What follows belongs to an exercise in optimizing a design on an open flow for small area, a short achievable clock period and few clock cycles per item; a production flow would make more cautious choices. For this run, only the layout was checked, not whether the RTL still works.

===== design/flow/design.v =====
module beep_env_div (
  input             clk,
  input             first,    
  input             step,     
  input             cbit,     
  input      [7:0]  d,
  input      [23:0] g,
  input             gbig,
  output reg [7:0]  rem,
  output reg [23:0] qg
);
  wire [7:0]  rem_in = first ? 8'd0  : rem;
  wire [23:0] qg_in  = first ? 24'd0 : qg;
  wire [8:0]  rem_sh = {rem_in, cbit};
  wire [9:0]  diff   = {1'b0, rem_sh} - {2'b0, d};
  wire        qbit   = ~diff[9];
  wire [24:0] sum    = {qg_in[22:0], 1'b0} + (qbit ? {1'b0, g} : 25'd0);
  wire        sat    = qg_in[23] | sum[24] | (qbit & gbig);
  always @(posedge clk) begin
    if (step) begin
      rem <= qbit ? diff[7:0] : rem_sh[7:0];
      qg  <= sat ? 24'hFFFFFF : sum[23:0];
    end
  end
endmodule
module beep_env (
  input             clk,
  input             rst,
  input             start,
  input      [31:0] env,         
  input      [31:0] gain,        
  output            ready,
  output reg        done,
  output reg        lut_we,
  output     [7:0]  lut_addr,
  output     [15:0] lut_data
);
  localparam [2:0] P_IDLE = 3'd0,
                   P_INIT = 3'd1,
                   P_RL   = 3'd2,
                   P_SU   = 3'd3,
                   P_DC   = 3'd4,
                   P_AT   = 3'd5;
  localparam [1:0] J_R = 2'd0, J_D = 2'd1, J_A = 2'd2, J_NONE = 2'd3;
  reg [2:0]  ph;
  reg [7:0]  atk, dec, sus, rel;
  reg [23:0] g;
  reg        gbig;
  reg [8:0]  i;         
  reg        lastf;     
  reg [23:0] acc;       
  reg [23:0] qg;        
  reg [7:0]  rs;        
  reg [7:0]  r;         
  reg        cn;        
  reg [1:0]  uj;        
  reg        ubusy, uval, ufirst;
  reg [2:0]  cnt;
  reg        qd, pr;    
  wire [8:0] de   = {1'b0, atk} + {1'b0, dec};
  wire       relz = (rel == 8'd0);
  wire [7:0] relp = {rel[7:1], rel[0] | relz};
  wire [7:0] sep  = ~relp;
  wire [7:0] atm1 = atk - 8'd1;
  wire       suNE = de < {1'b0, sep};
  wire       dcNE = |dec;
  wire       atNE = |atk;
  wire       nA   = |atk[7:1];
  wire [2:0] fin  = atNE ? P_AT : dcNE ? P_DC : suNE ? P_SU : P_RL;
  wire [7:0]  u_rem;
  wire [23:0] u_qg;
  wire        sbit = sus[~cnt];
  wire        u_cbit = (uj == J_A) | (sbit ^ (uj == J_D));
  wire [7:0]  u_d    = (uj == J_R) ? relp : (uj == J_D) ? dec : atk;
  beep_env_div u_div (
    .clk   (clk),
    .first (ufirst),
    .step  (ubusy),
    .cbit  (u_cbit),
    .d     (u_d),
    .g     (g),
    .gbig  (gbig),
    .rem   (u_rem),
    .qg    (u_qg)
  );
  wire [7:0] dsel = (ph == P_AT) ? atk : (ph == P_RL && !lastf) ? relp : dec;
  wire [8:0] rsum = {1'b0, r} + {1'b0, rs};
  wire [9:0] rdif = {1'b0, rsum} - {2'b0, dsel};
  wire       rc   = ~rdif[9];
  wire [7:0] rnxt = rc ? rdif[7:0] : rsum[7:0];
  wire [25:0] asum = {2'b0, acc} + {2'b0, qg} + (cn ? {2'b0, g} : 26'd0);
  wire        asat = asum[25] | asum[24] | (cn & gbig);
  wire [23:0] anxt = asat ? 24'hFFFFFF : asum[23:0];
  reg        adv;       
  reg        enter;     
  reg [2:0]  np;        
  reg [8:0]  base;
  reg        x_d;       
  wire [2:0] after_rl = suNE ? P_SU : dcNE ? P_DC : P_AT;
  wire [2:0] after_su = dcNE ? P_DC : P_AT;
  wire       ok_at    = ~nA | uval;
  always @* begin
    adv   = 1'b0;
    enter = 1'b0;
    np    = ph;
    case (ph)
      P_INIT: begin
        np = P_RL;
        if (uval) begin adv = 1'b1; enter = 1'b1; end
      end
      P_RL: if (!lastf) adv = 1'b1;
            else begin
              np = after_rl;
              enter = 1'b1;
              adv = (np == P_SU) | (np == P_DC & pr) | (np == P_AT & ok_at);
            end
      P_SU: if (!lastf) adv = 1'b1;
            else begin
              np = after_su;
              enter = 1'b1;
              adv = (np == P_DC & pr) | (np == P_AT & ok_at);
            end
      P_DC: if (!lastf) adv = 1'b1;
            else begin
              np = P_AT;
              enter = 1'b1;
              adv = ok_at;
            end
      P_AT: adv = 1'b1;    
      default: ;
    endcase
    case (enter ? np : 3'd7)
      P_RL:    base = 9'h100;
      P_SU:    base = {1'b0, sep};
      P_DC:    base = de;
      P_AT:    base = 9'h1FF;
      default: base = i;
    endcase
    x_d = uval & (uj == J_D) & ((ph == P_SU) | (ph == P_RL & lastf));
  end
  wire [8:0] inx  = base + ((np == P_AT) ? 9'd1 : 9'h1FF);
  reg  [8:0] tgt;
  always @* begin
    case (np)
      P_RL:    tgt = {1'b0, sep};
      P_SU:    tgt = de;
      P_DC:    tgt = {1'b0, atk};
      default: tgt = {1'b0, atm1};
    endcase
  end
  wire last_n = (inx == tgt);
  wire we_n   = (np == P_RL) ? ~(inx < de) : (np == P_DC) ? ~inx[8] : 1'b1;
  wire zero_n = enter & ((np == P_RL) | (np == P_AT));    
  wire step_n = ~zero_n & ((np == P_RL) | (np == P_DC) | (np == P_AT));
  wire [1:0] ujn = (uj == J_R) ? (dcNE ? J_D : nA ? J_A : J_NONE)
                 : (uj == J_D) ? (nA ? J_A : J_NONE) : J_NONE;
  wire xfer = x_d | (adv & zero_n);    
  assign ready    = (ph == P_IDLE);
  assign lut_addr = i[7:0];
  assign lut_data = acc[23:8];
  always @(posedge clk) begin
    if (rst) begin
      ph     <= P_IDLE;
      done   <= 1'b0;
      lut_we <= 1'b0;
    end else begin
      if (ph == P_IDLE) begin
        done   <= 1'b0;
        lut_we <= 1'b0;
        if (start) begin
          atk    <= env[7:0];
          dec    <= env[15:8];
          sus    <= env[23:16];
          rel    <= env[31:24];
          g      <= gain[23:0];
          gbig   <= |gain[31:24];
          ph     <= P_INIT;
          uj     <= J_R;
          ubusy  <= 1'b1;
          ufirst <= 1'b1;
          uval   <= 1'b0;
          cnt    <= 3'd0;
          qd     <= 1'b0;
          pr     <= 1'b0;
        end
      end else begin
        if (ubusy) begin
          ufirst <= 1'b0;
          cnt    <= cnt + 3'd1;
          if (cnt == 3'd7) begin
            ubusy <= 1'b0;
            uval  <= 1'b1;
          end
        end
        if (xfer) begin
          qg   <= u_qg;
          rs   <= u_rem;
          uval <= 1'b0;
          uj   <= ujn;
          if (ujn != J_NONE) begin
            ubusy  <= 1'b1;
            ufirst <= 1'b1;
            cnt    <= 3'd0;
          end
        end
        if (x_d) begin
          r  <= dec - 8'd1;
          qd <= 1'b1;
        end else if (qd & ~pr) begin
          r  <= rnxt;
          cn <= rc;
          pr <= 1'b1;
        end
        if (adv) begin
          i      <= inx;
          lastf  <= last_n;
          lut_we <= we_n;
          if (last_n && np == fin) begin
            done <= 1'b1;
            ph   <= P_IDLE;
          end else
            ph <= np;
          if (zero_n) begin
            acc <= 24'd0;
            r   <= u_rem;
            cn  <= 1'b0;
          end else if (step_n) begin
            acc <= anxt;
            r   <= rnxt;
            cn  <= rc;
          end
        end
      end
    end
  end
endmodule

===== design/flow/constraint.sdc =====
create_clock -name core_clock -period 10.0 [get_ports {clk}]
set_input_delay 2.0000 -clock core_clock [delete_from_list [all_inputs] [get_ports {clk}]]
set_output_delay 2.0000 -clock core_clock [all_outputs]
set_load 0.01 [all_outputs]

===== design/flow/config.mk =====
export PLATFORM = sky130hd
export DESIGN_NAME = beep_env
export DESIGN_NICKNAME = beep_env
export VERILOG_FILES = /design/flow/design.v
export SDC_FILE = /design/flow/constraint.sdc
export NUM_CORES = 4
export LEC_CHECK = 0
export CAP_MARGIN = 20
export CORE_MARGIN = 2
export CORE_UTILIZATION = 40
export PLACE_DENSITY = 0.6
export SLEW_MARGIN = 20

===== design/flow/run.sh =====
#!/bin/bash
# synth_recipe.tcl (not shown) runs the flow's synth.tcl, then flattens the netlist and writes it again
# the make line also repeats each setting of config.mk as NAME=value (left out here)
make -C /OpenROAD-flow-scripts/flow DESIGN_CONFIG=/design/flow/config.mk WORK_HOME=/design/flow/orfs CLKGATE_MAP_FILE= SYNTH_SCRIPT=/design/flow/synth_recipe.tcl finish

==> results.json <==
{
  "cp.arrival_ns": 7.78,
  "dr.pass1.iters": 6,
  "yosysMostFrequentCell": "edfxtp_1",
  "cpPeakStageDelay_ns": 0.53,
  "post_cts_buffers": 0,
  "status": "complete, no violations",
  "synth-edff-count": 174,
  "leakage_nw": 5.78,
  "crit_path_end_kind": "flip-flop",
  "drt_iter0_drc": 723,
  "finalCriticalPeriod_ns": 7.46,
  "grt_max_degree": 58,
  "insertion_delay_ns": 0.45,
  "maxSlewHeadroom_pct": 34.3,
  "areaGrowthSynthToFinish_pct": 13.9,
  "syn_area_per_cell_um2": 10.2,
  "die_h_um": 186,
  "ctsHoldBuffers": 0,
  "max_cap_violations": 0,
  "ff2ff_setup_slack_ns": 2.54,
  "ys_seq_area_share_pct": 40.3,
  "tightest_slew_ns": 0.981,
  "chipWidth_um": 186,
  "ir_worst_vdd_v": 0.000134,
  "holdCritPathClass": "reg2reg",
  "crit_type": "reg2reg",
  "dieArea_um2": 34500,
  "nFillCells": 3068,
  "worst_clock_skew_ns": 0.0110,
  "h-tree-depth": 4,
  "cts_tree": "yes",
  "cts_max_path_buffers": 2,
  "clock_sink_count": 179,
  "drive_gt1_share_pct": 5.69,
  "wirelength_mm": 33.3,
  "vias_per_cell": 5.45,
  "initial_core_util_pct": 40.6,
  "synthArstFlopShare_pct": 0,
  "setup_viol": 0,
  "syn_inst": 1297,
  "crit_buf_inv": 3,
  "synth_common_cells": "edfxtp_1 (174), a21oi_1 (110), nor2_1 (105), ha_1 (104), o21ai_0 (82)",
  "port_buffers": 93,
  "crit_fanout": 16,
  "synth_top_area_share_pct": 39.6,
  "power.density_nw_per_um2": 183,
  "drtAntennaViolNets": 0,
  "max_clock_freq_mhz": 134,
  "syn_area_um2": 13200,
  "holdWs_ns": 0.444,
  "core.rowCount": 66,
  "rsz0062_at_grt": "false",
  "ys.flop_type": "edfxtp_1",
  "cp_top_family": "compound AO/OA/AOI/OAI gates",
  "grt_pass1_wl_mm": 53.4,
  "dp.final_hpwl_mm": 24.8,
  "crit_slowest_cell": "edfxtp_1",
  "cp_data_required_time_ns": 10.32,
  "synthesis.nets": 1499,
  "track_usage_pct": 20.1,
  "n_antenna_cell": 0,
  "ys_top_cells_by_area": "edfxtp_1 (40%), ha_1 (9.9%), fa_1 (4.7%), a21oi_1 (4.2%), xnor2_1 (3.1%)",
  "coreArea_um2": 32500,
  "ys_warn_count": 2,
  "start_kind": "flip-flop",
  "cp_common_cell": "a21oi_1",
  "yosys.cell_types.count": 80,
  "cts_resized": 0,
  "yosysTopAreaCell": "edfxtp_1",
  "wl_per_cell_um": 18.4,
  "drc": 0,
  "clk_pin_slew_worst_paths_ns": 0.08,
  "finalHoldViolCount": 0,
  "maxSlewViolCount": 0,
  "finalNetCount": 1559,
  "ctsRootBufferMaster": "clkbuf_16",
  "period_share_pct": 74.6,
  "finalSetupTns_ns": 0,
  "vias": 9876,
  "yosys_register_bits": 179,
  "grt_pass1_vias": 9811,
  "antenna_found_initial": 0,
  "cts_buffers": 17,
  "total_power_w": 0.00275,
  "ioPinCount": 94,
  "gp_congestion": 0.906,
  "overflow": 0
}
[final timing paths]
path                            depth (start not counted)         from     to
worst max register to register                         28       atk[0]  ph[2]
worst max-delay path                                   28       atk[0]  ph[2]
worst min register to register                          0  u_div.qg[3]  qg[3]
worst min-delay path                                    0  u_div.qg[3]  qg[3]
[report_power, final]
group          total (W)  internal, W  switching (W)
logic            0.00101     0.000449       0.000566
clock network   0.000677     0.000351       0.000327
registers        0.00106     0.000983      0.0000769
total            0.00275      0.00178       0.000969
[state kept, by name (all words and copies together) (netlist names), 9 cells and up]
signal / cells
acc: 24
g: 24
qg: 24
u_div.qg: 24
i: 9
[metal layers]
metal  part of all wire [%]  vias to the layer above  global-route usage (%)
met5                      0                        -                       0
met4                    1.7                        0                    6.11
met3                    4.6                       35                    3.52
met2                     45                      251                    31.5
met1                     49                     4742                    28.5
li1                       -                     4848                       -
[logic make-up (layout without fill, tap and decap cells)]
group,count (synthesis),count (layout),share of synthesized area [%]
muxes,35,35,2.86
buffers and inverters,125,198,4.28
AOI/OAI and AO/OA,348,348,17.1
xor gates and xnor gates,71,71,5.02
and+or+nand+nor,403,403,15.7
adders and majority gates,136,136,14.6
DFF,179,179,40.3
[stage by stage]
stage	cell area (um^2)	std cells	setup slack [ns]	utilization (%)
final	15000	1812	2.54	46.2
after CTS	15000	1812	2.43	46.2
after floorplan	13200	1297	3.50	-
after global routing	15000	1812	1.84	46.2
after detailed placement	14500	1780	2.48	44.4
after global placement	14500	1780	2.80	44.4
[cell type report]
class	instances	area, um^2	share of cell area, %
tap	442	553	3.68
clock inverter	15	149	0.990
clock buffer	17	425	2.83
timing repair buffer	106	1030	6.84
sequential	179	5330	35.4
inverter	60	225	1.50
multi-input combinational	993	7330	48.8
[cells in the final DEF (no fill, tap or decap), types with 21 or more instances in the layout]
cell type and count:
nand2_1 77, a21oi_1 110, and2_1 51, nor3_1 21, clkdlybuf4s50_1 93, a21o_1 25, inv_1 60, edfxtp_1 174
ha_1 104, nor2_1 104, mux2i_1 31, fa_1 31, xnor2_1 47, o21ai_0 81, nor2b_1 48

[afterwards: timing with drivers on the ports]
In the flow no input, the clock included, has a driving cell. The finished layout below was timed again as built, in two steps. Step 1: set_driving_cell puts a clkbuf_16 on clk and a buf_2 on each other input, an assumption about the parent block. Step 2 adds t to the input delays and takes it off the output delays; t is the mean of the earliest and latest rising clock arrival at the registers after step 1. Input paths then give back, and output paths get back, about the clock's delay inside the block. Three values: ideal ports, drivers, drivers and shift; two values: the first two.
t, ns: 0.498
setup WS [ns]: 2.544 / 2.544 / 2.544
worst slew at a driven data input, ns: 0.04
After both steps setup and hold are still met in this run. The setup slack of this run moves by 0.000 ns with the drivers and by 0.000 ns with both steps.
